This is an optimization exercise on Yosys and OpenROAD, whose aim is small area and a short achievable clock period, not a production implementation.
Where RTL was checked, it was by simulation tests only, not by an equivalence proof against the original.
No functional check of the RTL was part of run 7.
Power and IR drop assume default switching activity.

===== flow/design.v =====
module rdm630_core (
    input  wire         clk,
    input  wire         rst,         
    input  wire         rx_valid,
    input  wire [7:0]   rx_data,
    output wire         rx_ready,
    input  wire         eval,
    output wire         res_valid,
    output wire [1:0]   res,
    output wire         fvalid,
    output wire [111:0] frame,
    output wire         xst,
    output wire [39:0]  card,
    output wire [7:0]   csum,
    output wire [7:0]   p6
);
    localparam [7:0] START_B = 8'h02;
    localparam [7:0] END_B   = 8'h03;
    reg [4:0]   cpos;        
    reg         in_frame;
    reg         ok;          
    reg [111:0] sr;          
    reg [111:0] frame_q;     
    reg         fvalid_q;
    wire full = cpos[4] && cpos[1];          
    assign rx_ready = !full && !rst;
    wire fire     = rx_valid && rx_ready;
    wire mark, mark_n;
    rdm630_mark u_mark (
        .d      (rx_data[7:1]),
        .mark   (mark),
        .mark_n (mark_n)
    );
    wire is_start = mark && !rx_data[0];
    wire is_end   = mark &&  rx_data[0];
    wire is_hex   = ((rx_data >= 8'h30) && (rx_data <= 8'h39)) ||
                    ((rx_data >= 8'h41) && (rx_data <= 8'h46));
    wire st    = fire && is_start;               
    wire app   = fire && in_frame && !is_start;  
    wire c13 = (cpos == 5'd15);                          
    wire c14 = cpos[4] && !cpos[1] && !cpos[0];          
    wire c15 = cpos[4] && (cpos[1] || cpos[0]);          
    wire [4:0] cpos_rx     = st ? 5'd3 : app ? cpos + 5'd1 : cpos;
    wire       in_frame_rx = st ? 1'b1 : (app && is_end) ? 1'b0 : in_frame;
    wire       ok_rx       = st ? 1'b1 :
                             app ? (ok && (c13 ? is_end : is_hex)) : ok;
    wire shift = fire && (in_frame || is_start);
    wire [111:0] sr_next = ({112{shift}}  & {sr[103:0], rx_data}) |
                           ({112{!shift}} & sr);
    wire do_eval = eval && !rst;
    wire apnd  = in_frame && !full;                  
    wire [1:0] r0 = c15 ? 2'd3 : c14 ? (ok ? 2'd1 : 2'd2) : 2'd0;
    wire [1:0] ra = (c14 || c15) ? 2'd3 : c13 ? 2'd2 : 2'd0;   
    wire [1:0] re = (c14 || c15) ? 2'd3 : c13 ? (ok ? 2'd1 : 2'd2) : 2'd0;
    wire [1:0] pn = apnd ? ra : r0;
    wire [1:0] pe = apnd ? re : r0;
    wire [1:0] ps = full ? r0 : 2'd0;
    assign res_valid = do_eval;
    rdm630_res u_res (
        .rx_valid (rx_valid),
        .mark     (mark),
        .mark_n   (mark_n),
        .d0       (rx_data[0]),
        .r0       (r0),
        .pn       (pn),
        .pe       (pe),
        .ps       (ps),
        .res      (res)
    );
    wire cap  = do_eval && !st && (app ? c13 : c14);
    wire over = do_eval && !st && (app ? (c14 || c15) : c15);
    always @(posedge clk) begin
        if (rst) begin
            cpos     <= 5'd2;
            in_frame <= 1'b0;
            fvalid_q <= 1'b0;
            ok       <= 1'b0;
        end else begin
            in_frame <= in_frame_rx;
            if (cap || over) begin
                cpos     <= 5'd2;
                ok       <= 1'b0;
                fvalid_q <= cap && ok_rx;
            end else begin
                cpos     <= cpos_rx;
                ok       <= ok_rx;
            end
        end
    end
    always @(posedge clk) begin
        sr <= sr_next;
        if (cap)
            frame_q <= sr_next;
    end
    assign fvalid = fvalid_q;
    assign xst    = !fvalid_q;
    assign frame  = frame_q;
    rdm630_xtr u_xtr (
        .frame (frame_q),
        .card  (card),
        .csum  (csum),
        .p6    (p6)
    );
endmodule
module rdm630_res (
    input  wire       rx_valid,
    input  wire       mark,        
    input  wire       mark_n,      
    input  wire       d0,
    input  wire [1:0] r0,
    input  wire [1:0] pn,
    input  wire [1:0] pe,
    input  wire [1:0] ps,
    output wire [1:0] res
);
    wire [1:0] res_mark  = !rx_valid ? r0 : d0 ? pe : ps;
    wire [1:0] res_other = !rx_valid ? r0 : pn;
    assign res = ~(({2{mark}} & ~res_mark) | ({2{mark_n}} & ~res_other));
endmodule
module rdm630_xtr (
    input  wire [111:0] frame,
    output wire [39:0]  card,
    output wire [7:0]   csum,
    output wire [7:0]   p6
);
    function [3:0] hexval;
        input [7:0] c;
        begin
            hexval = {c[3] | c[6],
                      c[2] | (c[6] & c[1] & c[0]),
                      c[1] ^ (c[6] & c[0]),
                      c[0] ^ c[6]};
        end
    endfunction
    wire [7:0] pair [0:5];
    genvar g;
    generate
        for (g = 0; g < 6; g = g + 1) begin : g_pair
            assign pair[g] = {hexval(frame[111-8*(1+2*g) -: 8]),
                              hexval(frame[111-8*(2+2*g) -: 8])};
        end
        for (g = 0; g < 5; g = g + 1) begin : g_card
            assign card[39-8*g -: 8] = pair[g];
        end
    endgenerate
    assign csum = pair[0] ^ pair[1] ^ pair[2] ^ pair[3] ^ pair[4];
    assign p6   = pair[5];
endmodule
module rdm630_mark (
    input  wire [7:1] d,
    output wire       mark,
    output wire       mark_n
);
    assign mark   = (d == 7'b0000001);
    assign mark_n = !mark;
endmodule

===== flow/flow/run.sh =====
#!/bin/bash
set -euo pipefail
bash standard.sh \
    "SYNTH_SCRIPT=$PWD/flow/my_synth.tcl" \
    "BUFFER_PORTS_ARGS=-buffer_cell sky130_fd_sc_hd__buf_1" \
    "PRE_IO_PLACEMENT_TCL=$PWD/flow/io.tcl" \
    SETUP_SLACK_MARGIN=5.6 \
    finish > flow_make.log 2>&1

===== flow/flow/hand_cells.v =====
// Hand-mapped sky130hd netlists for three combinational modules of
// rtl/rdm630_core.v: rdm630_mark and rdm630_res (the input-to-output path)
// and rdm630_xtr (the extractor; generated by gen/gen_xtr.py). They
// implement exactly the RTL modules of the same names; my_synth.tcl puts
// them in place of ABC's mapping of those modules.

// mark = (d[7:1] == 7'b0000001); mark_n = !mark.
module rdm630_mark (d, mark, mark_n);
    input  [7:1] d;
    output       mark, mark_n;
    wire a, b, c;
    sky130_fd_sc_hd__nor2_1  u_a  (.A(d[7]), .B(d[6]), .Y(a));
    sky130_fd_sc_hd__nor2_1  u_b  (.A(d[5]), .B(d[4]), .Y(b));
    sky130_fd_sc_hd__nor2_1  u_c  (.A(d[3]), .B(d[2]), .Y(c));
    sky130_fd_sc_hd__nand4_1 u_mn (.A(a), .B(b), .C(c), .D(d[1]), .Y(mark_n));
    sky130_fd_sc_hd__inv_1   u_m  (.A(mark_n), .Y(mark));
endmodule

// res = mark ? (rx_valid ? (d0 ? pe : ps) : r0) : (rx_valid ? pn : r0)
module rdm630_res (rx_valid, mark, mark_n, d0, r0, pn, pe, ps, res);
    input        rx_valid, mark, mark_n, d0;
    input  [1:0] r0, pn, pe, ps;
    output [1:0] res;
    wire         vn;
    wire   [1:0] t, r0n, a, b, mn, nn;
    sky130_fd_sc_hd__inv_1 u_vn (.A(rx_valid), .Y(vn));
    genvar i;
    generate
        for (i = 0; i < 2; i = i + 1) begin : g_bit
            // t = !(d0 ? pe : ps)
            sky130_fd_sc_hd__mux2i_1 u_t   (.A0(ps[i]), .A1(pe[i]), .S(d0), .Y(t[i]));
            sky130_fd_sc_hd__inv_1   u_r0n (.A(r0[i]), .Y(r0n[i]));
            // mn = rx_valid ? t : !r0 = !(rx_valid ? (d0 ? pe : ps) : r0)
            sky130_fd_sc_hd__nand2_1 u_a   (.A(rx_valid), .B(t[i]), .Y(a[i]));
            sky130_fd_sc_hd__nand2_1 u_b   (.A(vn), .B(r0n[i]), .Y(b[i]));
            sky130_fd_sc_hd__nand2_1 u_m   (.A(a[i]), .B(b[i]), .Y(mn[i]));
            // nn = !(rx_valid ? pn : r0)
            sky130_fd_sc_hd__mux2i_1 u_n   (.A0(r0[i]), .A1(pn[i]), .S(rx_valid), .Y(nn[i]));
            // res = !((mark & mn) | (mark_n & nn))
            sky130_fd_sc_hd__a22oi_1 u_r   (.A1(mark), .A2(mn[i]), .B1(mark_n), .B2(nn[i]), .Y(res[i]));
        end
    endgenerate
endmodule

// card/csum/p6 from FRAME: see rdm630_xtr in rtl/rdm630_core.v
module rdm630_xtr (frame, card, csum, p6);
    input  [111:0] frame;
    output [39:0]  card;
    output [7:0]   csum;
    output [7:0]   p6;
    wire   [47:0]  nib;    // pair g in nib[47-8g -: 8], as card
    wire   [11:0]  t;
    // FRAME[1]
    sky130_fd_sc_hd__or2_1  u_n3_0 (.A(frame[99]), .B(frame[102]), .X(nib[47]));
    sky130_fd_sc_hd__ha_1   u_n0_0 (.A(frame[96]), .B(frame[102]), .SUM(nib[44]), .COUT(t[0]));
    sky130_fd_sc_hd__a21o_1 u_n2_0 (.A1(frame[97]), .A2(t[0]), .B1(frame[98]), .X(nib[46]));
    sky130_fd_sc_hd__xor2_1 u_n1_0 (.A(frame[97]), .B(t[0]), .X(nib[45]));
    // FRAME[2]
    sky130_fd_sc_hd__or2_1  u_n3_1 (.A(frame[91]), .B(frame[94]), .X(nib[43]));
    sky130_fd_sc_hd__ha_1   u_n0_1 (.A(frame[88]), .B(frame[94]), .SUM(nib[40]), .COUT(t[1]));
    sky130_fd_sc_hd__a21o_1 u_n2_1 (.A1(frame[89]), .A2(t[1]), .B1(frame[90]), .X(nib[42]));
    sky130_fd_sc_hd__xor2_1 u_n1_1 (.A(frame[89]), .B(t[1]), .X(nib[41]));
    // FRAME[3]
    sky130_fd_sc_hd__or2_1  u_n3_2 (.A(frame[83]), .B(frame[86]), .X(nib[39]));
    sky130_fd_sc_hd__ha_1   u_n0_2 (.A(frame[80]), .B(frame[86]), .SUM(nib[36]), .COUT(t[2]));
    sky130_fd_sc_hd__a21o_1 u_n2_2 (.A1(frame[81]), .A2(t[2]), .B1(frame[82]), .X(nib[38]));
    sky130_fd_sc_hd__xor2_1 u_n1_2 (.A(frame[81]), .B(t[2]), .X(nib[37]));
    // FRAME[4]
    sky130_fd_sc_hd__or2_1  u_n3_3 (.A(frame[75]), .B(frame[78]), .X(nib[35]));
    sky130_fd_sc_hd__ha_1   u_n0_3 (.A(frame[72]), .B(frame[78]), .SUM(nib[32]), .COUT(t[3]));
    sky130_fd_sc_hd__a21o_1 u_n2_3 (.A1(frame[73]), .A2(t[3]), .B1(frame[74]), .X(nib[34]));
    sky130_fd_sc_hd__xor2_1 u_n1_3 (.A(frame[73]), .B(t[3]), .X(nib[33]));
    // FRAME[5]
    sky130_fd_sc_hd__or2_1  u_n3_4 (.A(frame[67]), .B(frame[70]), .X(nib[31]));
    sky130_fd_sc_hd__ha_1   u_n0_4 (.A(frame[64]), .B(frame[70]), .SUM(nib[28]), .COUT(t[4]));
    sky130_fd_sc_hd__a21o_1 u_n2_4 (.A1(frame[65]), .A2(t[4]), .B1(frame[66]), .X(nib[30]));
    sky130_fd_sc_hd__xor2_1 u_n1_4 (.A(frame[65]), .B(t[4]), .X(nib[29]));
    // FRAME[6]
    sky130_fd_sc_hd__or2_1  u_n3_5 (.A(frame[59]), .B(frame[62]), .X(nib[27]));
    sky130_fd_sc_hd__ha_1   u_n0_5 (.A(frame[56]), .B(frame[62]), .SUM(nib[24]), .COUT(t[5]));
    sky130_fd_sc_hd__a21o_1 u_n2_5 (.A1(frame[57]), .A2(t[5]), .B1(frame[58]), .X(nib[26]));
    sky130_fd_sc_hd__xor2_1 u_n1_5 (.A(frame[57]), .B(t[5]), .X(nib[25]));
    // FRAME[7]
    sky130_fd_sc_hd__or2_1  u_n3_6 (.A(frame[51]), .B(frame[54]), .X(nib[23]));
    sky130_fd_sc_hd__ha_1   u_n0_6 (.A(frame[48]), .B(frame[54]), .SUM(nib[20]), .COUT(t[6]));
    sky130_fd_sc_hd__a21o_1 u_n2_6 (.A1(frame[49]), .A2(t[6]), .B1(frame[50]), .X(nib[22]));
    sky130_fd_sc_hd__xor2_1 u_n1_6 (.A(frame[49]), .B(t[6]), .X(nib[21]));
    // FRAME[8]
    sky130_fd_sc_hd__or2_1  u_n3_7 (.A(frame[43]), .B(frame[46]), .X(nib[19]));
    sky130_fd_sc_hd__ha_1   u_n0_7 (.A(frame[40]), .B(frame[46]), .SUM(nib[16]), .COUT(t[7]));
    sky130_fd_sc_hd__a21o_1 u_n2_7 (.A1(frame[41]), .A2(t[7]), .B1(frame[42]), .X(nib[18]));
    sky130_fd_sc_hd__xor2_1 u_n1_7 (.A(frame[41]), .B(t[7]), .X(nib[17]));
    // FRAME[9]
    sky130_fd_sc_hd__or2_1  u_n3_8 (.A(frame[35]), .B(frame[38]), .X(nib[15]));
    sky130_fd_sc_hd__ha_1   u_n0_8 (.A(frame[32]), .B(frame[38]), .SUM(nib[12]), .COUT(t[8]));
    sky130_fd_sc_hd__a21o_1 u_n2_8 (.A1(frame[33]), .A2(t[8]), .B1(frame[34]), .X(nib[14]));
    sky130_fd_sc_hd__xor2_1 u_n1_8 (.A(frame[33]), .B(t[8]), .X(nib[13]));
    // FRAME[10]
    sky130_fd_sc_hd__or2_1  u_n3_9 (.A(frame[27]), .B(frame[30]), .X(nib[11]));
    sky130_fd_sc_hd__ha_1   u_n0_9 (.A(frame[24]), .B(frame[30]), .SUM(nib[8]), .COUT(t[9]));
    sky130_fd_sc_hd__a21o_1 u_n2_9 (.A1(frame[25]), .A2(t[9]), .B1(frame[26]), .X(nib[10]));
    sky130_fd_sc_hd__xor2_1 u_n1_9 (.A(frame[25]), .B(t[9]), .X(nib[9]));
    // FRAME[11]
    sky130_fd_sc_hd__or2_1  u_n3_10 (.A(frame[19]), .B(frame[22]), .X(nib[7]));
    sky130_fd_sc_hd__ha_1   u_n0_10 (.A(frame[16]), .B(frame[22]), .SUM(nib[4]), .COUT(t[10]));
    sky130_fd_sc_hd__a21o_1 u_n2_10 (.A1(frame[17]), .A2(t[10]), .B1(frame[18]), .X(nib[6]));
    sky130_fd_sc_hd__xor2_1 u_n1_10 (.A(frame[17]), .B(t[10]), .X(nib[5]));
    // FRAME[12]
    sky130_fd_sc_hd__or2_1  u_n3_11 (.A(frame[11]), .B(frame[14]), .X(nib[3]));
    sky130_fd_sc_hd__ha_1   u_n0_11 (.A(frame[8]), .B(frame[14]), .SUM(nib[0]), .COUT(t[11]));
    sky130_fd_sc_hd__a21o_1 u_n2_11 (.A1(frame[9]), .A2(t[11]), .B1(frame[10]), .X(nib[2]));
    sky130_fd_sc_hd__xor2_1 u_n1_11 (.A(frame[9]), .B(t[11]), .X(nib[1]));
    assign card = nib[47:8];
    assign p6   = nib[7:0];
    wire [7:0] x01, x23, x03;
    sky130_fd_sc_hd__xor2_1 u_c01_0 (.A(nib[40]), .B(nib[32]), .X(x01[0]));
    sky130_fd_sc_hd__xor2_1 u_c23_0 (.A(nib[24]), .B(nib[16]), .X(x23[0]));
    sky130_fd_sc_hd__xor2_1 u_c03_0 (.A(x01[0]), .B(x23[0]), .X(x03[0]));
    sky130_fd_sc_hd__xor2_1 u_cs_0  (.A(x03[0]), .B(nib[8]), .X(csum[0]));
    sky130_fd_sc_hd__xor2_1 u_c01_1 (.A(nib[41]), .B(nib[33]), .X(x01[1]));
    sky130_fd_sc_hd__xor2_1 u_c23_1 (.A(nib[25]), .B(nib[17]), .X(x23[1]));
    sky130_fd_sc_hd__xor2_1 u_c03_1 (.A(x01[1]), .B(x23[1]), .X(x03[1]));
    sky130_fd_sc_hd__xor2_1 u_cs_1  (.A(x03[1]), .B(nib[9]), .X(csum[1]));
    sky130_fd_sc_hd__xor2_1 u_c01_2 (.A(nib[42]), .B(nib[34]), .X(x01[2]));
    sky130_fd_sc_hd__xor2_1 u_c23_2 (.A(nib[26]), .B(nib[18]), .X(x23[2]));
    sky130_fd_sc_hd__xor2_1 u_c03_2 (.A(x01[2]), .B(x23[2]), .X(x03[2]));
    sky130_fd_sc_hd__xor2_1 u_cs_2  (.A(x03[2]), .B(nib[10]), .X(csum[2]));
    sky130_fd_sc_hd__xor2_1 u_c01_3 (.A(nib[43]), .B(nib[35]), .X(x01[3]));
    sky130_fd_sc_hd__xor2_1 u_c23_3 (.A(nib[27]), .B(nib[19]), .X(x23[3]));
    sky130_fd_sc_hd__xor2_1 u_c03_3 (.A(x01[3]), .B(x23[3]), .X(x03[3]));
    sky130_fd_sc_hd__xor2_1 u_cs_3  (.A(x03[3]), .B(nib[11]), .X(csum[3]));
    sky130_fd_sc_hd__xor2_1 u_c01_4 (.A(nib[44]), .B(nib[36]), .X(x01[4]));
    sky130_fd_sc_hd__xor2_1 u_c23_4 (.A(nib[28]), .B(nib[20]), .X(x23[4]));
    sky130_fd_sc_hd__xor2_1 u_c03_4 (.A(x01[4]), .B(x23[4]), .X(x03[4]));
    sky130_fd_sc_hd__xor2_1 u_cs_4  (.A(x03[4]), .B(nib[12]), .X(csum[4]));
    sky130_fd_sc_hd__xor2_1 u_c01_5 (.A(nib[45]), .B(nib[37]), .X(x01[5]));
    sky130_fd_sc_hd__xor2_1 u_c23_5 (.A(nib[29]), .B(nib[21]), .X(x23[5]));
    sky130_fd_sc_hd__xor2_1 u_c03_5 (.A(x01[5]), .B(x23[5]), .X(x03[5]));
    sky130_fd_sc_hd__xor2_1 u_cs_5  (.A(x03[5]), .B(nib[13]), .X(csum[5]));
    sky130_fd_sc_hd__xor2_1 u_c01_6 (.A(nib[46]), .B(nib[38]), .X(x01[6]));
    sky130_fd_sc_hd__xor2_1 u_c23_6 (.A(nib[30]), .B(nib[22]), .X(x23[6]));
    sky130_fd_sc_hd__xor2_1 u_c03_6 (.A(x01[6]), .B(x23[6]), .X(x03[6]));
    sky130_fd_sc_hd__xor2_1 u_cs_6  (.A(x03[6]), .B(nib[14]), .X(csum[6]));
    sky130_fd_sc_hd__xor2_1 u_c01_7 (.A(nib[47]), .B(nib[39]), .X(x01[7]));
    sky130_fd_sc_hd__xor2_1 u_c23_7 (.A(nib[31]), .B(nib[23]), .X(x23[7]));
    sky130_fd_sc_hd__xor2_1 u_c03_7 (.A(x01[7]), .B(x23[7]), .X(x03[7]));
    sky130_fd_sc_hd__xor2_1 u_cs_7  (.A(x03[7]), .B(nib[15]), .X(csum[7]));
endmodule

===== flow/flow/io.tcl =====
# Pin placement constraint: the ports on the input-to-output paths (the
# byte input, the strobes and reset, and the outputs combinational in
# them) are kept together on one stretch of the left edge, so that those
# paths need no long wires.
set_io_pin_constraint -region left:30-90 -pin_names {
  rx_valid rx_data[0] rx_data[1] rx_data[2] rx_data[3] rx_data[4]
  rx_data[5] rx_data[6] rx_data[7] eval rst
  res[0] res[1] res_valid rx_ready
}

===== flow/flow/my_synth.tcl =====
# The standard flow's synthesis script (synth_recipe.tcl) with one change: after ABC has
# mapped every module, three combinational modules (rdm630_mark and
# rdm630_res, on the input-to-output path, and the extractor rdm630_xtr)
# are replaced by the hand-mapped netlists in hand_cells.v, which implement
# the same functions; then the design is flattened and written as the standard flow's
# script does. The registers, all in the top module, are untouched.
proc synth {args} { yosys synth -nofsm -noshare {*}$args }
source $::env(SCRIPTS_DIR)/synth.tcl
delete rdm630_mark rdm630_res rdm630_xtr
read_verilog [file join [file dirname [info script]] hand_cells.v]
hierarchy -top $::env(DESIGN_NAME)
tee -o $::env(REPORTS_DIR)/synth_stat_hand.txt stat {*}$lib_args
# left out here: clear keep_hierarchy, flatten, clean up, hide names made inside functions, write 1_2_yosys.v

===== flow/standard.sh =====
#!/bin/bash
# synth_recipe.tcl (not shown) runs the flow's synth.tcl, then flattens the netlist and writes it again
# the make line also repeats each setting of config.mk as NAME=value (left out here)
make -C /OpenROAD-flow-scripts/flow DESIGN_CONFIG=/design/flow/config.mk WORK_HOME=/design/flow/orfs CLKGATE_MAP_FILE= SYNTH_SCRIPT=/design/flow/synth_recipe.tcl "${@:-finish}"

===== flow/config.mk =====
export PLATFORM = sky130hd
export DESIGN_NAME = rdm630_core
export DESIGN_NICKNAME = rdm630_core
export VERILOG_FILES = /design/flow/design.v
export SDC_FILE = /design/flow/constraint.sdc
export NUM_CORES = 4
export LEC_CHECK = 0
export CAP_MARGIN = 20
export CORE_MARGIN = 2
export CORE_UTILIZATION = 70
export CTS_BUF_LIST = sky130_fd_sc_hd__clkbuf_16
export CTS_CLUSTER_DIAMETER = 150
export CTS_CLUSTER_SIZE = 30
export PLACE_DENSITY = 0.85
export SETUP_SLACK_MARGIN = 5
export SLEW_MARGIN = 20
export SYNTH_HIERARCHICAL = 1
export SYNTH_MINIMUM_KEEP_SIZE = 0

===== flow/constraint.sdc =====
create_clock -name core_clock -period 10.0 [get_ports {clk}]
set_input_delay 2.0000 -clock core_clock [delete_from_list [all_inputs] [get_ports {clk}]]
set_output_delay 2.0000 -clock core_clock [all_outputs]
set_load 0.01 [all_outputs]

==> impl_metrics.yaml, run 1 <==
clock_tree:
  ctsHoldBuffers: 0
  cts_made_buffers: 11
  cts-root-buf: "clkbuf_16"
  cts_tree: "built"
  cts_buffer_depth: 3
  clock_latency_ns: 0.45
  clock-sinks: 232
  htree_levels: 1
  clkTransAtPathRegs_ns: 0.09
sta:
  period_share_pct: 47.2
  period_minus_slack_ns: 4.72
  setup_ws_ns: 5.28
  finalHoldViolCount: 0
  relSlewSlack_pct: 45.5
  drv_slew: 0
  timing.fmax_ghz: 0.212
  worst_pin_slew_ns: 0.818
  tns_ns: 0
  rsz0062_at_grt: "yes"
  clock_skew_ns: 0.0166
  setup_violations: 0
worst_setup_path:
  end_kind: "output port"
  worstPathRequired_ns: 8.00
  slowest_delay_ns: 0.18
  cp_slowest_cell: "nand4_1"
  reg2regPathDepth: 7
  r2r_slack_ns: 6.92
  worstSetupPathType: "in2out"
  start_kind: "input port"
  r2r_end: "frame_q[3]"
  worst-path-max-fanout: 4
  critical_path.cell_chain: "buf_6, nor2_4, nand4_1, inv_2, a22oi_1, buf_2"
  critPathArrivalTime_ns: 2.72
  worstReg2RegStart: "cpos[1]"
die:
  die_w_um: 114
  initial_utilization_pct: 70.8
  coreArea_um2: 11900
  die_area_um2: 12900
  row_count: 40
  io_pins: 186
  die_h_um: 114
global_route:
  grt_max_degree: 89
  antenna_found_initial: 0
  grt_usage_pct: 25.2
  grt_pass1_vias: 4808
  grt_pass1_wl_um: 25200
  grt-ovfl-total: 0
placed_design:
  dp_worst_setup_slack_ns: 4.76
  place_inst: 857
  place.gp.congestion: 0.910
  port_buffers: 185
  place_area_um2: 9250
  dpl.hpwl_um: 11800
routing:
  viasPerCell: 5.51
  first_pass_iters: 5
  antenna_left: 0
  drc: 0
  wl_um: 16600
  routedWlPerCell_um: 18.8
  drt_iter0_markers: 283
  vias: 4863
pwr:
  power_frac_seq_pct: 66.9
  power_leakage_nw: 4.01
  finalPower_mw: 1.48
  combPwrFrac_pct: 1.4
  clkPwrFrac_pct: 31.7
  p_sw_share_pct: 18.7
  p_switching_uw: 277
  power_per_cell_area_nw_per_um2: 152
  irDropWorstVdd_uv: 132
  p_int_mw: 1.20
worst_hold_path:
  hp-class: "reg2reg"
  holdPathStages: 1
  min_to: "sr[108]"
  min_from: "sr[108]"
yosys:
  synth_nets: 562
  syn_area_um2: 8400
  syn_inst: 535
  synth.avg_cell_area_um2: 15.7
  yosys_warnings: 8
finish:
  layout_common_cells: "171 x buf_1, 120 x dfxtp_1, 112 x edfxtp_1"
  n_fill_cell: 678
  post-route-cell-area_um2: 9740
  fin_cells: 882
  fin_nets: 759
  syn2layout_area_growth_pct: 15.9
  drive_gt1_share_pct: 21.0
  antenna_cells: 0
  final_common_cell: "buf_1"
run:
  drv_cap: 0
status:
  status: "timing/DRC/antenna clean"
[worst max-delay path, delay by kind of cell]
kind                   cells  cell delay, ns
AOI/OAI and AO/OA          1            0.08
buffers and inverters      3            0.37
and+or+nand+nor            2            0.27
[layout make-up]
type	count	area [um2]	area share [%]
Clock inverter	5	23.8	0.244
Multi-Input combinational cell	276	2560	26.3
Sequential cell	232	5770	59.2
Timing Repair inverter	1	7.51	0.0771
Inverter	15	60.1	0.617
Tap cell	147	184	1.89
Clock buffer	11	275	2.83
Timing Repair Buffer	195	861	8.84
[flip-flops by register name, indices dropped and copies added (netlist names)]
signal and flops:
frame_q 112, sr 112, cpos 5, fvalid_q 1, in_frame 1, ok 1
[per-layer routing]
metal	part of all wire, %	up-vias	wire length, um	global-route usage, %
met5	0	-	0	0
li1	-	2331	-	-
met4	1.8	0	299	5.37
met2	50	167	8290	43.7
met3	6.6	20	1100	4.89
met1	41	2345	6870	33.5
[how the worst max path moves through the flow]
| stage | cells past startpoint | startpoint | endpoint | slack (ns) |
|---|---|---|---|---|
| after floorplan | 8 | rx_data[3] | frame_q[0] | 4.99 |
| after CTS | 6 | rx_data[6] | res[0] | 5.27 |
| after global placement | 6 | rx_valid | frame_q[50] | 4.90 |
| after global routing | 6 | rx_data[4] | res[1] | 5.21 |
| after detailed placement | 10 | rx_data[3] | frame_q[105] | 4.76 |
| final | 6 | rx_data[3] | res[1] | 5.28 |
[power groups by stage]
stage / combinational, mW / sequential, mW / clock, mW
finish: 0.0206 / 0.990 / 0.468
floorplan: 0.00729 / 1.01 / 0
CTS: 0.0198 / 0.990 / 0.476
global placement: 0.0138 / 1.01 / 0
global route: 0.0218 / 0.990 / 0.505
detailed placement: 0.0142 / 1.01 / 0
[timing repair]
item,in CTS,in global routing
setup buffers,6,2
resized for setup,38,3
gates cloned,1,0
pin swaps,5,1
setup endpoints to repair,246,70
hold endpoints to repair,0,0
[metrics by stage]
stage                     hold WS, ns  utilization (%)
after floorplan                 0.435                -
after global placement          0.444             78.0
after detailed placement        0.452             78.0
after CTS                       0.474             81.8
after global routing            0.497             82.1
final                           0.478             82.1
==> run 2, diff against run 1 <==
==> flow/flow/run.sh (replaced) <==
#!/bin/bash
set -euo pipefail
bash standard.sh \
    "SYNTH_SCRIPT=$PWD/flow/my_synth.tcl" \
    "BUFFER_PORTS_ARGS=-buffer_cell sky130_fd_sc_hd__buf_1" \
    "PRE_IO_PLACEMENT_TCL=$PWD/flow/io.tcl" \
    SETUP_SLACK_MARGIN=5.05 \
    finish > flow_make.log 2>&1
==> run 2 against run 1 <==
Still clean on timing, DRC and antenna; register-to-register slack got worse by 0.13 ns; setup slack worse by 0.14 ns; sequential share of layout area grew 1.1 points; non-clock buffer count fell by 8; critical path type unchanged; critical endpoint is now res[0].
==> impl_metrics.yaml, run 2 <==
sta:
  relSlewSlack_pct: 25.5
  period_minus_slack_ns: 4.86
  drv_slew: 0
  finalHoldViolCount: 0
  setup_ws_ns: 5.14
  holdWs_ns: 0.477
  worst_pin_slew_ns: 1.11
  rsz0062_at_grt: "yes"
  tns_ns: 0
  period_share_pct: 48.6
  clock_skew_ns: 0.0174
  setup_violations: 0
  timing.fmax_ghz: 0.206
worst_hold_path:
  min_from: "sr[108]"
  hp-class: "reg2reg"
yosys:
  syn_area_um2: 8400
  synth_nets: 562
  syn_inst: 535
  yosys_warnings: 8
  synth.avg_cell_area_um2: 15.7
clock_tree:
  cts_made_buffers: 11
  htree_levels: 1
  cts_buffer_depth: 3
  clock_latency_ns: 0.45
  cts-root-buf: "clkbuf_16"
  cts_tree: "built"
  clock-sinks: 232
  ctsHoldBuffers: 0
  clkTransAtPathRegs_ns: 0.09
finish:
  layout_common_cells: "183 x buf_1, 120 x dfxtp_1, 112 x edfxtp_1"
  antenna_cells: 0
  post-route-cell-area_um2: 9560
  fin_nets: 751
  reg.largest.list: "frame_q: 112 flops, sr: 112 flops, cpos: 5 flops"
  syn2layout_area_growth_pct: 13.9
  final_common_cell: "buf_1"
  drive_gt1_share_pct: 17.9
worst_setup_path:
  worst-path-max-fanout: 6
  end_kind: "output port"
  worstPathRequired_ns: 8.00
  cp_top_family: "buffers and inverters"
  critical_path.cell_chain: "buf_1, nor2_4, nand4_1, inv_2, a22oi_1, buf_1"
  cp_common_cell: "buf_1"
  start_kind: "input port"
  worstSetupPathType: "in2out"
  worstReg2RegStart: "cpos[0]"
  slowest_delay_ns: 0.22
  cp_slowest_cell: "buf_1"
  critPathArrivalTime_ns: 2.86
  cp_num_buf_inv: 3
  crit_path_start: "rx_data[2]"
routing:
  antenna_left: 0
  first_pass_iters: 4
  drt_iter0_markers: 316
  routedWlPerCell_um: 18.7
  drc: 0
  vias: 4826
  wl_um: 16400
  viasPerCell: 5.52
die:
  coreArea_um2: 11900
  die_w_um: 114
  row_count: 40
  die_h_um: 114
  io_pins: 186
  initial_utilization_pct: 70.8
  die_area_um2: 12900
run:
  drv_cap: 0
pwr:
  irDropWorstVdd_uv: 132
  finalPower_mw: 1.47
  power_per_cell_area_nw_per_um2: 154
  power_leakage_nw: 3.90
placed_design:
  port_buffers: 185
  dp_worst_setup_slack_ns: 4.76
  place.gp.congestion: 0.910
  place_area_um2: 9250
  dpl.hpwl_um: 11800
global_route:
  antenna_found_initial: 0
  grt_max_degree: 89
  grt_usage_pct: 24.6
  grt_pass1_wl_um: 24700
  grt_pass1_vias: 4726
  grt-ovfl-total: 0
status:
  status: "timing/DRC/antenna clean"
==> run 2: cell count changes in the layout (fill, tap and decap cells not counted), sizes merged <==
| cell | previous run | this run |
|---|---|---|
| clkbuf | 11 | 12 |
| buf | 195 | 186 |
==> run 2: layer usage <==
metal  GRT usage, %  vias up  share of wire [%]
met3           4.84       18                6.9
met2           42.6      176                 50
met1           33.0     2325                 42
met5              0        -                  0
li1               -     2307                  -
met4           5.04        0                1.6
==> run 2: through the flow <==
| step | std cells | util (%) |
|---|---|---|
| floorplan | 535 | - |
| global placement | 857 | 78.0 |
| detailed placement | 857 | 78.0 |
| CTS | 873 | 80.5 |
| global route | 874 | 80.6 |
| finish | 874 | 80.6 |
==> run 2: power breakdown <==
part           switching (mW)  internal (mW)
sequential            0.00197          0.988
clock                   0.266          0.204
combinational         0.00951        0.00507
==> run 2: area by class of cell <==
cell class / count / area (um2)
sequential: 232 / 5770
multi-input combinational: 276 / 2530
fill: 710 / 2300
timing repair buffer: 187 / 716
clock buffer: 11 / 275
tap: 147 / 184
inverter: 15 / 60.1
clock inverter: 5 / 23.8
timing repair inverter: 1 / 5.00
==> run 2: path summary, 6_finish.rpt <==
check                     end  slack [ns]  cells after the start
setup / recovery       res[0]        5.14                      6
hold / removal        sr[108]        0.48                      1
setup reg to reg  frame_q[59]        6.79                      7
hold reg to reg       sr[108]        0.48                      1
==> run 2: repair_timing <==
action,CTS,global route
setup endpoints to repair,2,68
gates resized for setup,1,1
cloned,0,1
endpoints found under the hold margin,0,0
setup buffers,0,0
==> run 3, diff against run 2 <==
==> flow/flow/run.sh (replaced) <==
#!/bin/bash
set -euo pipefail
bash standard.sh \
    "SYNTH_SCRIPT=$PWD/flow/my_synth.tcl" \
    "BUFFER_PORTS_ARGS=-buffer_cell sky130_fd_sc_hd__buf_1" \
    "PRE_IO_PLACEMENT_TCL=$PWD/flow/io.tcl" \
    SETUP_SLACK_MARGIN=4.8 \
    finish > flow_make.log 2>&1
==> run 3 against run 2 <==
Still clean on timing, DRC and antenna; sequential power hardly changed; hold slack worse by 0.0035 ns; cell count stayed put; global-route usage is 0.56 points higher; critical path depth stayed put; die area stayed put; sequential cell count stayed put; maximum frequency is 3.4% lower; total power is 0.53% lower; routed wire length is 0.91% lower; area after synthesis stayed put; critical path type unchanged; largest cell class unchanged; largest power group unchanged.
==> impl_metrics.yaml, run 3 <==
global_route:
  antenna_found_initial: 0
  grt-ovfl-total: 0
  grt_pass1_vias: 4877
  grt_usage_pct: 25.2
  grt_max_degree: 87
  grt_pass1_wl_um: 25400
status:
  status: "timing/DRC/antenna clean"
finish:
  fin_nets: 751
  antenna_cells: 0
  final_common_cell: "buf_1"
  multi_input_area_um2: 2500
  layout_common_cells: "185 x buf_1, 120 x dfxtp_1, 112 x edfxtp_1"
  n_fill_cell: 663
  fin_cells: 874
  reg.largest.list: "frame_q: 112 flops, sr: 112 flops, cpos: 5 flops"
  drive_gt1_share_pct: 16.9
  post-route-cell-area_um2: 9530
  layout.area.seq_um2: 5770
  syn2layout_area_growth_pct: 13.5
die:
  initial_utilization_pct: 70.8
  row_count: 40
  coreArea_um2: 11900
  io_pins: 186
  die_h_um: 114
  die_w_um: 114
  die_area_um2: 12900
placed_design:
  port_buffers: 185
  dpl.hpwl_um: 11700
  place_inst: 858
  place_area_um2: 9230
  dp_worst_setup_slack_ns: 4.47
  place.gp.congestion: 0.924
yosys:
  yosys_warnings: 8
  synth_nets: 562
  syn_area_um2: 8400
  syn_inst: 535
  synth.avg_cell_area_um2: 15.7
worst_setup_path:
  worstSetupPathType: "in2out"
  critical_path.cell_chain: "buf_1, inv_1, nand2_1, nand2_1, a22oi_1, buf_1"
  worstPathRequired_ns: 8.00
  critPathArrivalTime_ns: 3.03
  start_kind: "input port"
  cp_slowest_cell: "buf_1"
  end_kind: "output port"
  worst-path-max-fanout: 10
  slowest_delay_ns: 0.40
sta:
  tns_ns: 0
  holdWs_ns: 0.473
  relSlewSlack_pct: 26.7
  period_minus_slack_ns: 5.03
  clock_skew_ns: 0.0135
  finalHoldViolCount: 0
  drv_slew: 0
  timing.fmax_ghz: 0.199
  rsz0062_at_grt: "no"
  setup_ws_ns: 4.97
  period_share_pct: 50.3
  worst_pin_slew_ns: 1.10
  setup_violations: 0
clock_tree:
  cts_made_buffers: 11
  cts_resized: 0
  cts_tree: "built"
  cts_setup_buffers: 0
  cts_buffer_depth: 3
  clkTransAtPathRegs_ns: 0.09
  htree_levels: 1
  clock_latency_ns: 0.45
  clock-sinks: 232
  ctsHoldBuffers: 0
  cts-root-buf: "clkbuf_16"
pwr:
  power_per_cell_area_nw_per_um2: 154
  power_leakage_nw: 3.90
  irDropWorstVdd_uv: 120
routing:
  wl_um: 16200
  antenna_left: 0
  routedWlPerCell_um: 18.6
  drc: 0
  viasPerCell: 5.57
  drt_iter0_markers: 260
  vias: 4867
  first_pass_iters: 4
worst_hold_path:
  hp-class: "reg2reg"
run:
  drv_cap: 0
==> run 3: critical path, delay by kind of cell <==
kind / cells / cell delay, ns
AOI/OAI and AO/OA: 1 / 0.18
and+or+nand+nor: 2 / 0.14
buffers and inverters: 3 / 0.70
==> run 3: area by class of cell <==
type,instances,area share [%]
inverters,15,0.630
clock buffers,11,2.89
repair buffers,188,7.56
well taps,147,1.93
flip-flops and latches,232,60.5
clock inverters,5,0.249
multi-input cells,276,26.2
==> run 3: report_power, final <==
| group | total [mW] | internal, mW | switching (mW) | leakage, nW |
|---|---|---|---|---|
| combinational | 0.0134 | 0.00463 | 0.00873 | 1.71 |
| clock | 0.463 | 0.203 | 0.259 | 0.161 |
| sequential | 0.990 | 0.988 | 0.00199 | 2.02 |
| total | 1.47 | 1.20 | 0.270 | 3.90 |
==> run 3: routing by layer <==
metal  track usage (%)  share of wire [%]
met1              33.2                 41
met2              42.7                 49
met3              5.84                7.5
met4              6.75                2.2
met5                 0                  0
==> run 3: metrics by stage <==
stage,utilization [%],power (mW)
after floorplan,-,1.02
after global placement,77.8,1.02
after detailed placement,77.8,1.02
after CTS,80.3,1.48
after global routing,80.3,1.51
final,80.3,1.47
==> run 3: path summary, 6_finish.rpt <==
check                start     endpoint  slack [ns]  depth (start not counted)
setup / recovery  rx_valid       res[0]        4.97                          6
hold / removal     sr[109]      sr[109]        0.47                          1
setup reg to reg   cpos[1]  frame_q[93]        6.55                          8
hold reg to reg    sr[109]      sr[109]        0.47                          1
==> run 4, diff against run 3 <==
==> flow/flow/run.sh (replaced) <==
#!/bin/bash
set -euo pipefail
bash standard.sh \
    "SYNTH_SCRIPT=$PWD/flow/my_synth.tcl" \
    "BUFFER_PORTS_ARGS=-buffer_cell sky130_fd_sc_hd__buf_1" \
    "PRE_IO_PLACEMENT_TCL=$PWD/flow/io.tcl" \
    SETUP_SLACK_MARGIN=5.2 \
    finish > flow_make.log 2>&1
==> run 4 against run 3 <==
Routed wire length rose by 1.0%; count of clock-buffer cells in the layout did not move; die area did not move; largest cell class unchanged; utilization rose by 0.53 points; hold slack improved by 0.0035 ns; critical path type unchanged; still clean; total power rose by 0.62%; via count fell by 0.72%.
==> impl_metrics.yaml, run 4 <==
finish:
  fin_nets: 752
  final_common_cell: "buf_1"
  post-route-cell-area_um2: 9590
  reg.largest.list: "frame_q: 112 flops, sr: 112 flops, cpos: 5 flops"
  layout_common_cells: "175 x buf_1, 120 x dfxtp_1, 112 x edfxtp_1"
  layout.area.seq_um2: 5770
  drive_gt1_share_pct: 19.2
  antenna_cells: 0
  multi_input_area_um2: 2540
  n_fill_cell: 713
  fin_cells: 875
  syn2layout_area_growth_pct: 14.2
global_route:
  grt_pass1_vias: 4720
  grt_usage_pct: 24.6
  grt_max_degree: 89
  antenna_found_initial: 0
  grt-ovfl-total: 0
  grt_pass1_wl_um: 24700
routing:
  vias: 4832
  routedWlPerCell_um: 18.7
  wl_um: 16400
  first_pass_iters: 4
  drc: 0
  drt_iter0_markers: 296
  viasPerCell: 5.52
  antenna_left: 0
die:
  io_pins: 186
  row_count: 40
  coreArea_um2: 11900
  die_area_um2: 12900
  initial_utilization_pct: 70.8
  die_h_um: 114
  die_w_um: 114
sta:
  rsz0062_at_grt: "no"
  period_minus_slack_ns: 4.73
  period_share_pct: 47.3
  finalHoldViolCount: 0
  worst_pin_slew_ns: 1.11
  tns_ns: 0
  timing.fmax_ghz: 0.212
  clock_skew_ns: 0.0176
  holdWs_ns: 0.477
  relSlewSlack_pct: 25.5
  setup_violations: 0
  drv_slew: 0
clock_tree:
  clkTransAtPathRegs_ns: 0.09
  cts-root-buf: "clkbuf_16"
  cts_buffer_depth: 3
  cts_tree: "built"
  clock_latency_ns: 0.45
  clock-sinks: 232
  ctsHoldBuffers: 0
  htree_levels: 1
  cts_made_buffers: 11
yosys:
  synth_nets: 562
  syn_inst: 535
  yosys_warnings: 8
  syn_area_um2: 8400
  synth.avg_cell_area_um2: 15.7
pwr:
  irDropWorstVdd_uv: 132
  finalPower_mw: 1.47
  power_per_cell_area_nw_per_um2: 154
  power_leakage_nw: 3.94
placed_design:
  place_area_um2: 9250
  dpl.hpwl_um: 11800
  place_inst: 857
  place.gp.congestion: 0.910
  port_buffers: 185
status:
  status: "timing/DRC/antenna clean"
worst_setup_path:
  end_kind: "output port"
  critical_path.cell_chain: "buf_1, a21o_1, inv_2, buf_1"
  critPathArrivalTime_ns: 2.73
  start_kind: "input port"
  r2r_slack_ns: 6.81
  r2r_end: "frame_q[38]"
  worst-path-max-fanout: 5
  cp_slowest_cell: "buf_1"
  reg2regPathDepth: 7
  worstReg2RegStart: "cpos[0]"
  slowest_delay_ns: 0.25
  worstPathRequired_ns: 8.00
  worstSetupPathType: "in2out"
  cp_common_cell: "buf_1"
worst_hold_path:
  hp-class: "reg2reg"
  min_from: "sr[108]"
  holdPathStages: 1
  min_to: "sr[108]"
run:
  drv_cap: 0
## run 4: through the flow
stage               setup slack, ns  util [%]
floorplan                      4.99         -
global placement               4.90      78.0
detailed placement             4.76      78.0
CTS                            5.20      80.6
global route                   5.20      80.9
finish                         5.27      80.9
## run 4: layout make-up
type | instances | share of cell area, %
Clock inverter | 5 | 0.248
Clock buffer | 11 | 2.87
Timing Repair Buffer | 188 | 7.72
Inverter | 15 | 0.626
Tap cell | 147 | 1.92
Multi-Input combinational cell | 276 | 26.5
Sequential cell | 232 | 60.1
Timing Repair inverter | 1 | 0.0522
## run 4: timing repair
| item | CTS | global route |
|---|---|---|
| buffers inserted | 0 | 1 |
| resized for setup | 6 | 9 |
| pin swaps | 0 | 3 |
| endpoints found under the setup margin | 2 | 68 |
| cloned | 0 | 1 |
## run 4: routing by layer
metal	GRT usage (%)	vias to the layer above	share of wire, %
met3	4.84	18	6.5
met4	5.04	0	1.6
li1	-	2310	-
met2	42.6	164	50
met5	0	-	0
met1	33.0	2340	42
## run 4: critical path: cells and delay by family
kind                   cells  cell delay [ns]
AOI/OAI and AO/OA          1             0.24
buffers and inverters      3             0.49
## run 4: worst max path at each step
| stage | start | end | slack [ns] | cells past startpoint |
|---|---|---|---|---|
| after floorplan | rx_data[3] | frame_q[0] | 4.99 | 8 |
| after global placement | rx_valid | frame_q[50] | 4.90 | 6 |
| after detailed placement | rx_data[3] | frame_q[105] | 4.76 | 10 |
| after CTS | rx_data[5] | res[0] | 5.20 | 6 |
| after global routing | rx_data[3] | res[0] | 5.20 | 6 |
| final | rst | rx_ready | 5.27 | 4 |
## run 4: where the power goes
| group | leakage (nW) | switching (mW) | internal [mW] |
|---|---|---|---|
| combinational | 1.75 | 0.00958 | 0.00579 |
| sequential | 2.02 | 0.00202 | 0.988 |
| clock | 0.161 | 0.266 | 0.204 |
| total | 3.94 | 0.278 | 1.20 |
==> run 5, diff against run 4 <==
--- a/flow/config.mk
+++ b/flow/config.mk
@@ -8,9 +8,9 @@
 export CAP_MARGIN = 20
 export CORE_MARGIN = 2
-export CORE_UTILIZATION = 70
+export CORE_UTILIZATION = 78
 export CTS_BUF_LIST = sky130_fd_sc_hd__clkbuf_16
 export CTS_CLUSTER_DIAMETER = 150
 export CTS_CLUSTER_SIZE = 30
-export PLACE_DENSITY = 0.85
+export PLACE_DENSITY = 0.9
 export SETUP_SLACK_MARGIN = 5
 export SLEW_MARGIN = 20
==> run 5 against run 4 <==
Still clean on timing, DRC and antenna; die area is 9.9% lower; global-route usage is 9.2 points higher; clock power is 4.3% higher; clock skew is 0.012 ns higher; sequential power hardly changed; non-clock buffer count is 2 higher.
==> impl_metrics.yaml, run 5 <==
status:
  status: "timing/DRC/antenna clean"
sta:
  tns_ns: 0
  setup_violations: 0
  period_minus_slack_ns: 4.77
  relSlewSlack_pct: 46.8
  drv_slew: 0
  rsz0062_at_grt: "yes"
  setup_ws_ns: 5.23
  period_share_pct: 47.7
  finalHoldViolCount: 0
  clock_skew_ns: 0.0294
  timing.fmax_ghz: 0.209
  worst_pin_slew_ns: 0.798
worst_setup_path:
  start_kind: "input port"
  end_kind: "output port"
  worstSetupPathType: "in2out"
  reg2regPathDepth: 6
  worstPathRequired_ns: 8.00
  critPathArrivalTime_ns: 2.77
  crit_path_start: "rx_data[3]"
  worstReg2RegStart: "cpos[1]"
  worst-path-max-fanout: 4
run:
  drv_cap: 0
die:
  die_area_um2: 11600
  coreArea_um2: 10400
  die_w_um: 108
  initial_utilization_pct: 81.0
  die_h_um: 108
  io_pins: 186
  row_count: 37
worst_hold_path:
  hp-class: "reg2reg"
  min_from: "sr[109]"
  holdPathStages: 1
routing:
  viasPerCell: 6.29
  vias: 5444
  drc: 0
  antenna_left: 0
  wl_um: 22100
  first_pass_iters: 5
  routedWlPerCell_um: 25.5
  drt_iter0_markers: 514
finish:
  reg.largest.list: "frame_q: 112 flops, sr: 112 flops, cpos: 5 flops"
  fin_nets: 753
  final_common_cell: "buf_1"
  layout_common_cells: "173 x buf_1, 120 x dfxtp_1, 112 x edfxtp_1"
  antenna_cells: 0
  drive_gt1_share_pct: 19.7
  fin_util_pct: 93.0
  syn2layout_area_growth_pct: 14.9
  n_fill_cell: 301
clock_tree:
  clock_latency_ns: 0.47
  cts-root-buf: "clkbuf_16"
  cts_tree: "built"
  ctsHoldBuffers: 0
  cts_made_buffers: 11
  clock-sinks: 232
  htree_levels: 1
  clkTransAtPathRegs_ns: 0.10
  cts_buffer_depth: 3
pwr:
  irDropWorstVdd_uv: 148
  power_per_cell_area_nw_per_um2: 155
  power_leakage_nw: 3.97
placed_design:
  dpl.hpwl_um: 13100
  port_buffers: 185
  dp_worst_setup_slack_ns: 4.70
  place.gp.congestion: 0.865
yosys:
  syn_inst: 535
  syn_area_um2: 8400
  yosys_warnings: 8
  synth.avg_cell_area_um2: 15.7
  synth_nets: 562
global_route:
  grt.busiest_layer: "met2"
  grt_usage_pct: 33.9
  grt_pass1_wl_um: 29000
  use_met2_pct: 59.5
  grt_pass1_vias: 5244
  antenna_found_initial: 0
  grt_use_met3_pct: 7.63
  grt_util_met1_pct: 40.3
  grt-ovfl-total: 0
  grt_max_degree: 87
## run 5: cell type report
cell class | instances | area [um2] | area share, %
sequential | 232 | 5770 | 59.8
inverter | 15 | 60.1 | 0.622
clock buffer | 11 | 275 | 2.85
clock inverter | 6 | 27.5 | 0.285
tap | 136 | 170 | 1.76
multi-input combinational | 276 | 2550 | 26.4
timing repair buffer | 190 | 802 | 8.31
## run 5: power by group
part	internal (mW)	switching [mW]	total, mW
Combinational	0.00734	0.0110	0.0183
Clock	0.205	0.285	0.490
Sequential	0.988	0.00218	0.990
Total	1.20	0.298	1.50
## run 5: critical path, stage by stage
cell     delay (ns)
buf_6          0.11
nor2_4         0.09
nand4_1        0.20
inv_2          0.13
a22oi_1        0.09
buf_2          0.15
## run 5: layer usage
| layer | routed length (um) | vias up |
|---|---|---|
| li1 | - | 2308 |
| met1 | 7550 | 2639 |
| met2 | 11500 | 416 |
| met3 | 2140 | 81 |
| met4 | 934 | 0 |
| met5 | 0 | - |
## run 5: what timing repair did
item	4_1_cts	5_1_grt
resized for setup	8	27
hold endpoints to repair	0	0
setup buffers	1	1
setup endpoints to repair	62	89
pin swaps	0	4
## run 5: per-stage QoR
step	cell area, um2	std cells	hold WS [ns]	power [mW]
2_1_floorplan	8440	535	0.435	1.02
3_3_place_gp	9240	846	0.442	1.02
5_1_grt	9650	866	0.511	1.53
3_5_place_dp	9240	846	0.465	1.03
6_report	9650	866	0.487	1.50
4_1_cts	9560	864	0.487	1.49
## run 5: path summary, 6_finish.rpt
kind                 end  slack, ns
max               res[1]       5.23
min reg2reg      sr[109]       0.49
min              sr[109]       0.49
max reg2reg  frame_q[48]       6.73
==> run 6, diff against run 5 <==
--- a/flow/config.mk
+++ b/flow/config.mk
@@ -8,9 +8,9 @@
 export CAP_MARGIN = 20
 export CORE_MARGIN = 2
-export CORE_UTILIZATION = 78
+export CORE_UTILIZATION = 64
 export CTS_BUF_LIST = sky130_fd_sc_hd__clkbuf_16
 export CTS_CLUSTER_DIAMETER = 150
 export CTS_CLUSTER_SIZE = 30
-export PLACE_DENSITY = 0.9
+export PLACE_DENSITY = 0.8
 export SETUP_SLACK_MARGIN = 5
 export SLEW_MARGIN = 20
==> run 6 against run 5 <==
Still clean on timing, DRC and antenna; sequential power barely moved; area after synthesis did not move; sequential cell count did not move; die area rose by 21%; clock power fell by 5.7%; global-route usage fell by 12 points; first-iteration DRC count fell by 53%; non-clock buffer count rose by 1; setup slack got worse by 0.0055 ns; register-to-register slack improved by 0.10 ns; sequential share of layout area fell by 0.39 points.
==> impl_metrics.yaml, run 6 <==
finish:
  syn2layout_area_growth_pct: 15.6
  final_common_cell: "buf_1"
  layout_common_cells: "174 x buf_1, 120 x dfxtp_1, 112 x edfxtp_1"
  reg.largest.list: "frame_q: 112 flops, sr: 112 flops, cpos: 5 flops"
  post-route-cell-area_um2: 9710
  fin_nets: 754
  drive_gt1_share_pct: 19.7
  antenna_cells: 0
  n_fill_cell: 839
  fin_cells: 902
clock_tree:
  cts_buffer_depth: 3
  ctsHoldBuffers: 0
  clock_latency_ns: 0.45
  cts-root-buf: "clkbuf_16"
  htree_levels: 1
  clock-sinks: 232
  cts_made_buffers: 11
  cts_tree: "built"
  clkTransAtPathRegs_ns: 0.10
worst_setup_path:
  worstSetupPathType: "in2out"
  end_kind: "output port"
  critPathArrivalTime_ns: 2.78
  worst-path-max-fanout: 8
  worstPathRequired_ns: 8.00
  start_kind: "input port"
placed_design:
  dpl.hpwl_um: 11500
  place_area_um2: 9290
  place.gp.congestion: 0.866
  port_buffers: 185
  place_inst: 882
pwr:
  irDropWorstVdd_uv: 132
  p_sw_share_pct: 18.4
  power_frac_seq_pct: 67.3
  p_switching_uw: 270
  power_per_cell_area_nw_per_um2: 151
  combPwrFrac_pct: 1.3
  p_int_mw: 1.20
  power_leakage_nw: 3.97
  clkPwrFrac_pct: 31.5
yosys:
  syn_area_um2: 8400
  synth.avg_cell_area_um2: 15.7
  synth_nets: 562
  syn_inst: 535
  yosys_warnings: 8
sta:
  worst_pin_slew_ns: 0.877
  drv_slew: 0
  relSlewSlack_pct: 41.5
  clock_skew_ns: 0.0177
  period_share_pct: 47.8
  rsz0062_at_grt: "no"
  timing.fmax_ghz: 0.209
  setup_violations: 0
  tns_ns: 0
  finalHoldViolCount: 0
  period_minus_slack_ns: 4.78
routing:
  antenna_left: 0
  wl_um: 16100
  drt_iter0_markers: 244
  routed.top_layer: "met4"
  routedWlPerCell_um: 17.8
  first_pass_iters: 4
  vias: 4881
  met1Wirelength_um: 6440
  wl_met3_um: 1020
  drc: 0
  viasPerCell: 5.41
  wl_met2_um: 8370
die:
  die_h_um: 119
  die_area_um2: 14100
  die_w_um: 119
  coreArea_um2: 12700
  row_count: 41
  initial_utilization_pct: 66.0
  io_pins: 186
worst_hold_path:
  hp-class: "reg2reg"
global_route:
  grt-ovfl-total: 0
  grt_usage_pct: 22.2
  grt_pass1_wl_um: 24800
  antenna_found_initial: 0
  grt_pass1_vias: 4848
  grt_max_degree: 94
run:
  drv_cap: 0
status:
  status: "timing/DRC/antenna clean"
-- run 6: power groups by stage --
| stage | sequential, mW | clock [mW] | combinational (mW) |
|---|---|---|---|
| 2_1_floorplan | 1.01 | 0 | 0.00729 |
| 3_3_place_gp | 1.01 | 0 | 0.0136 |
| 3_5_place_dp | 1.01 | 0 | 0.0141 |
| 4_1_cts | 0.989 | 0.473 | 0.0147 |
| 5_1_grt | 0.990 | 0.508 | 0.0201 |
| 6_report | 0.989 | 0.462 | 0.0187 |
-- run 6: per-layer routing --
| layer | vias up | GRT usage (%) |
|---|---|---|
| met5 | - | 0 |
| met4 | 0 | 3.94 |
| met3 | 18 | 4.54 |
| met2 | 164 | 40.6 |
| met1 | 2385 | 27.4 |
| li1 | 2314 | - |
-- run 6: worst paths after layout --
| check | start | end | slack, ns | depth (start not counted) |
|---|---|---|---|---|
| worst max-delay path | rx_data[0] | res[0] | 5.22 | 6 |
| worst min-delay path | sr[106] | sr[106] | 0.47 | 1 |
| worst max register to register | cpos[1] | frame_q[95] | 6.83 | 6 |
| worst min register to register | sr[106] | sr[106] | 0.47 | 1 |
-- run 6: worst max-delay path, stage by stage --
cell and delay (ns):
clkbuf_4 0.16, mux2i_1 0.13, nand2_1 0.08, nand2_1 0.07, a22oi_2 0.18, buf_2 0.15
-- run 6: what timing repair did --
item,4_1_cts,5_1_grt
cloned,0,0
setup buffers,1,3
endpoints found under the setup margin,2,84
pin swaps,0,6
resized for setup,9,32
-- run 6: area by class of cell --
class                           count  area, um2  share of cell area [%]
Clock buffer                       11        275                    2.83
Clock inverter                      5       23.8                   0.245
Inverter                           15       60.1                   0.618
Multi-Input combinational cell    276       2550                    26.3
Sequential cell                   232       5770                    59.4
Tap cell                          172        215                    2.22
Timing Repair Buffer              191        820                    8.44
-- run 6: through the flow --
step           setup slack, ns  hold WS (ns)  utilization [%]  power (mW)
2_1_floorplan             4.99         0.435                -        1.02
4_1_cts                   5.23         0.477             75.5        1.48
6_report                  5.22         0.470             76.3        1.47
3_3_place_gp              4.89         0.442             73.0        1.02
5_1_grt                   5.17         0.489             76.3        1.52
3_5_place_dp              4.81         0.452             73.0        1.02
==> run 7, diff against run 6 <==
--- a/flow/design.v
+++ b/flow/design.v
@@ -26,12 +26,14 @@
     assign rx_ready = !full && !rst;
     wire fire     = rx_valid && rx_ready;
-    wire mark, mark_n;
+    wire mark, mark_n;   
+    wire markc;          
     rdm630_mark u_mark (
         .d      (rx_data[7:1]),
         .mark   (mark),
-        .mark_n (mark_n)
+        .mark_n (mark_n),
+        .markc  (markc)
     );
-    wire is_start = mark && !rx_data[0];
-    wire is_end   = mark &&  rx_data[0];
+    wire is_start = markc && !rx_data[0];
+    wire is_end   = markc &&  rx_data[0];
     wire is_hex   = ((rx_data >= 8'h30) && (rx_data <= 8'h39)) ||
                     ((rx_data >= 8'h41) && (rx_data <= 8'h46));
@@ -150,7 +152,9 @@
     input  wire [7:1] d,
     output wire       mark,
-    output wire       mark_n
+    output wire       mark_n,
+    output wire       markc
 );
     assign mark   = (d == 7'b0000001);
     assign mark_n = !mark;
+    assign markc  = mark;
 endmodule
==> flow/flow/run.sh (replaced) <==
#!/bin/bash
set -euo pipefail
bash standard.sh \
    "SYNTH_SCRIPT=$PWD/flow/my_synth.tcl" \
    "BUFFER_PORTS_ARGS=-buffer_cell sky130_fd_sc_hd__buf_1" \
    "PRE_IO_PLACEMENT_TCL=$PWD/flow/io.tcl" \
    SETUP_SLACK_MARGIN=5.35 \
    finish > flow_make.log 2>&1
--- a/flow/flow/hand_cells.v
+++ b/flow/flow/hand_cells.v
@@ -5,8 +5,9 @@
 // them in place of ABC's mapping of those modules.
 
-// mark = (d[7:1] == 7'b0000001); mark_n = !mark.
-module rdm630_mark (d, mark, mark_n);
+// mark = (d[7:1] == 7'b0000001); mark_n = !mark; markc = mark (a second
+// inverter, so that mark itself drives only the result-code gates).
+module rdm630_mark (d, mark, mark_n, markc);
     input  [7:1] d;
-    output       mark, mark_n;
+    output       mark, mark_n, markc;
     wire a, b, c;
     sky130_fd_sc_hd__nor2_1  u_a  (.A(d[7]), .B(d[6]), .Y(a));
@@ -15,4 +16,5 @@
     sky130_fd_sc_hd__nand4_1 u_mn (.A(a), .B(b), .C(c), .D(d[1]), .Y(mark_n));
     sky130_fd_sc_hd__inv_1   u_m  (.A(mark_n), .Y(mark));
+    sky130_fd_sc_hd__inv_1   u_mc (.A(mark_n), .Y(markc));
 endmodule
 
--- a/flow/config.mk
+++ b/flow/config.mk
@@ -8,9 +8,9 @@
 export CAP_MARGIN = 20
 export CORE_MARGIN = 2
-export CORE_UTILIZATION = 64
+export CORE_UTILIZATION = 70
 export CTS_BUF_LIST = sky130_fd_sc_hd__clkbuf_16
 export CTS_CLUSTER_DIAMETER = 150
 export CTS_CLUSTER_SIZE = 30
-export PLACE_DENSITY = 0.8
+export PLACE_DENSITY = 0.85
 export SETUP_SLACK_MARGIN = 5
 export SLEW_MARGIN = 20
==> run 7 against run 6 <==
Largest power group unchanged; clock power is essentially flat; setup slack gained 0.047 ns; register-to-register slack gained 0.04 ns; non-clock buffer count grew 2; still clean on timing, DRC and antenna; largest cell class unchanged; total power is essentially flat; cell count shrank 2.5%.
==> impl_metrics.yaml, run 7 <==
die:
  io_pins: 186
  die_w_um: 114
  die_area_um2: 12900
  die_h_um: 114
  initial_utilization_pct: 70.8
  coreArea_um2: 11900
  row_count: 40
worst_setup_path:
  start_kind: "input port"
  crit_path_start: "rx_data[6]"
  reg2regPathDepth: 6
  worst-path-max-fanout: 4
  critPathArrivalTime_ns: 2.73
  worstPathRequired_ns: 8.00
  r2r_end: "frame_q[103]"
  end_kind: "output port"
  worstReg2RegStart: "cpos[1]"
  worstSetupPathType: "in2out"
  r2r_slack_ns: 6.87
finish:
  antenna_cells: 0
  reg.largest.list: "frame_q: 112 flops, sr: 112 flops, cpos: 5 flops"
  fin_cells: 879
  layout_common_cells: "173 x buf_1, 120 x dfxtp_1, 112 x edfxtp_1"
  drive_gt1_share_pct: 19.9
  fin_util_pct: 81.7
  n_fill_cell: 681
  fin_nets: 757
  final_common_cell: "buf_1"
  syn2layout_area_growth_pct: 15.3
  post-route-cell-area_um2: 9690
placed_design:
  dpl.hpwl_um: 11900
  place.gp.congestion: 0.849
  place_area_um2: 9270
  place_inst: 859
  port_buffers: 185
sta:
  rsz0062_at_grt: "yes"
  finalHoldViolCount: 0
  tns_ns: 0
  setup_violations: 0
  drv_slew: 0
  timing.fmax_ghz: 0.211
  clock_skew_ns: 0.0130
  relSlewSlack_pct: 36.6
  period_minus_slack_ns: 4.73
  worst_pin_slew_ns: 0.949
  period_share_pct: 47.3
worst_hold_path:
  min_from: "sr[105]"
  min_to: "sr[105]"
  hp-class: "reg2reg"
  holdPathStages: 1
clock_tree:
  clock_latency_ns: 0.45
  cts_made_buffers: 11
  ctsHoldBuffers: 0
  cts_buffer_depth: 3
  cts-root-buf: "clkbuf_16"
  cts_tree: "built"
  clock-sinks: 232
  htree_levels: 1
  clkTransAtPathRegs_ns: 0.11
routing:
  viasPerCell: 5.45
  first_pass_iters: 4
  antenna_left: 0
  wl_um: 16200
  routedWlPerCell_um: 18.4
  drc: 0
  drt_iter0_markers: 292
  vias: 4792
global_route:
  grt_pass1_vias: 4747
  antenna_found_initial: 0
  grt_max_degree: 79
  grt-ovfl-total: 0
  grt_usage_pct: 24.5
  grt_pass1_wl_um: 24600
pwr:
  power_leakage_nw: 3.99
  power_per_cell_area_nw_per_um2: 152
  finalPower_mw: 1.47
  irDropWorstVdd_uv: 156
yosys:
  yosys_warnings: 8
  syn_inst: 536
  synth_nets: 563
  synth.avg_cell_area_um2: 15.7
  syn_area_um2: 8400
run:
  drv_cap: 0
status:
  status: "timing/DRC/antenna clean"
==> run 7: area by class of cell <==
type                    instances  area [um2]  share of cell area [%]
inverters                      16        63.8                   0.659
well taps                     147         184                    1.90
flip-flops and latches        232        5770                    59.5
clock buffers                  11         275                    2.84
repair buffers                193         837                    8.64
multi-input cells             276        2540                    26.2
clock inverters                 4        20.0                   0.207
==> run 7: power by group <==
part           leakage [nW]  internal [mW]  switching [mW]
Sequential             2.02          0.988         0.00154
Clock                 0.156          0.203           0.260
Combinational          1.81        0.00924         0.00964
==> run 7: through the flow <==
step / hold slack [ns] / worst slack (ns)
final: 0.478 / 5.27
after detailed placement: 0.455 / 4.80
after CTS: 0.481 / 5.32
after global routing: 0.492 / 5.19
after floorplan: 0.435 / 4.98
after global placement: 0.443 / 4.87
==> run 7: how the worst max path moves through the flow <==
stage / depth (start not counted) / end / slack [ns]
CTS: 6 / res[1] / 5.32
floorplan: 8 / frame_q[0] / 4.98
global placement: 7 / frame_q[21] / 4.87
detailed placement: 7 / frame_q[103] / 4.80
finish: 5 / res[1] / 5.27
global route: 5 / res[1] / 5.19
==> run 7: worst max-delay path, cell delays in order <==
cell and delay [ns]:
buf_8 0.10, nor2_2 0.10, nand4_1 0.16, a22oi_1 0.20
buf_2 0.18
==> run 7: repair_timing <==
action	CTS	global route
gates resized for setup	33	2
setup endpoints to repair	81	2
setup buffers	4	1
pin swaps	5	1
==> run 7: metal layers <==
metal	GRT usage [%]	share of wire, %
met2	43.0	51
met1	31.8	41
met4	5.20	1.5
met5	0	0
met3	5.21	6.7

-- what the ideal ports hide --
How much do the figures lean on ideal ports? The routed layouts below were timed once more, with nothing changed but the port constraints. Step 1 sets driving cells, clkbuf_16 on the clock port and buf_2 on the other inputs (assumed; they add their load-dependent delay and slew). Step 2 adds t to the input delays and takes it off the output delays; t is the mean of the earliest and latest rising clock arrival at the registers after step 1. Input paths then give back, and output paths get back, about the clock's delay inside the block. Three values: ideal, step 1, step 2; two values: the first two.
| run | t, ns | setup slack, ns | hold WS [ns] | worst data-port slew with drivers (ns) |
|---|---|---|---|---|
| run 1 | 0.482 | 5.281 / 5.245 / 5.245 | 0.478 / 0.478 / 0.478 | 0.06 |
| run 2 | 0.483 | 5.142 / 5.119 / 5.119 | 0.477 / 0.477 / 0.477 | 0.03 |
| run 3 | 0.482 | 4.974 / 4.946 / 4.644 | 0.473 / 0.473 / 0.473 | 0.03 |
| run 4 | 0.482 | 5.275 / 5.252 / 5.116 | 0.477 / 0.477 / 0.477 | 0.03 |
| run 5 | 0.505 | 5.225 / 5.188 / 5.071 | 0.487 / 0.487 / 0.487 | 0.05 |
| run 6 | 0.486 | 5.220 / 5.199 / 5.014 | 0.470 / 0.470 / 0.470 | 0.07 |
| run 7 | 0.479 | 5.267 / 5.222 / 5.135 | 0.478 / 0.478 / 0.478 | 0.06 |
After both steps every run listed still meets setup and hold. For run 3, which loses most, drivers alone change the setup slack by -0.028 ns; drivers and shift together by -0.330 ns.
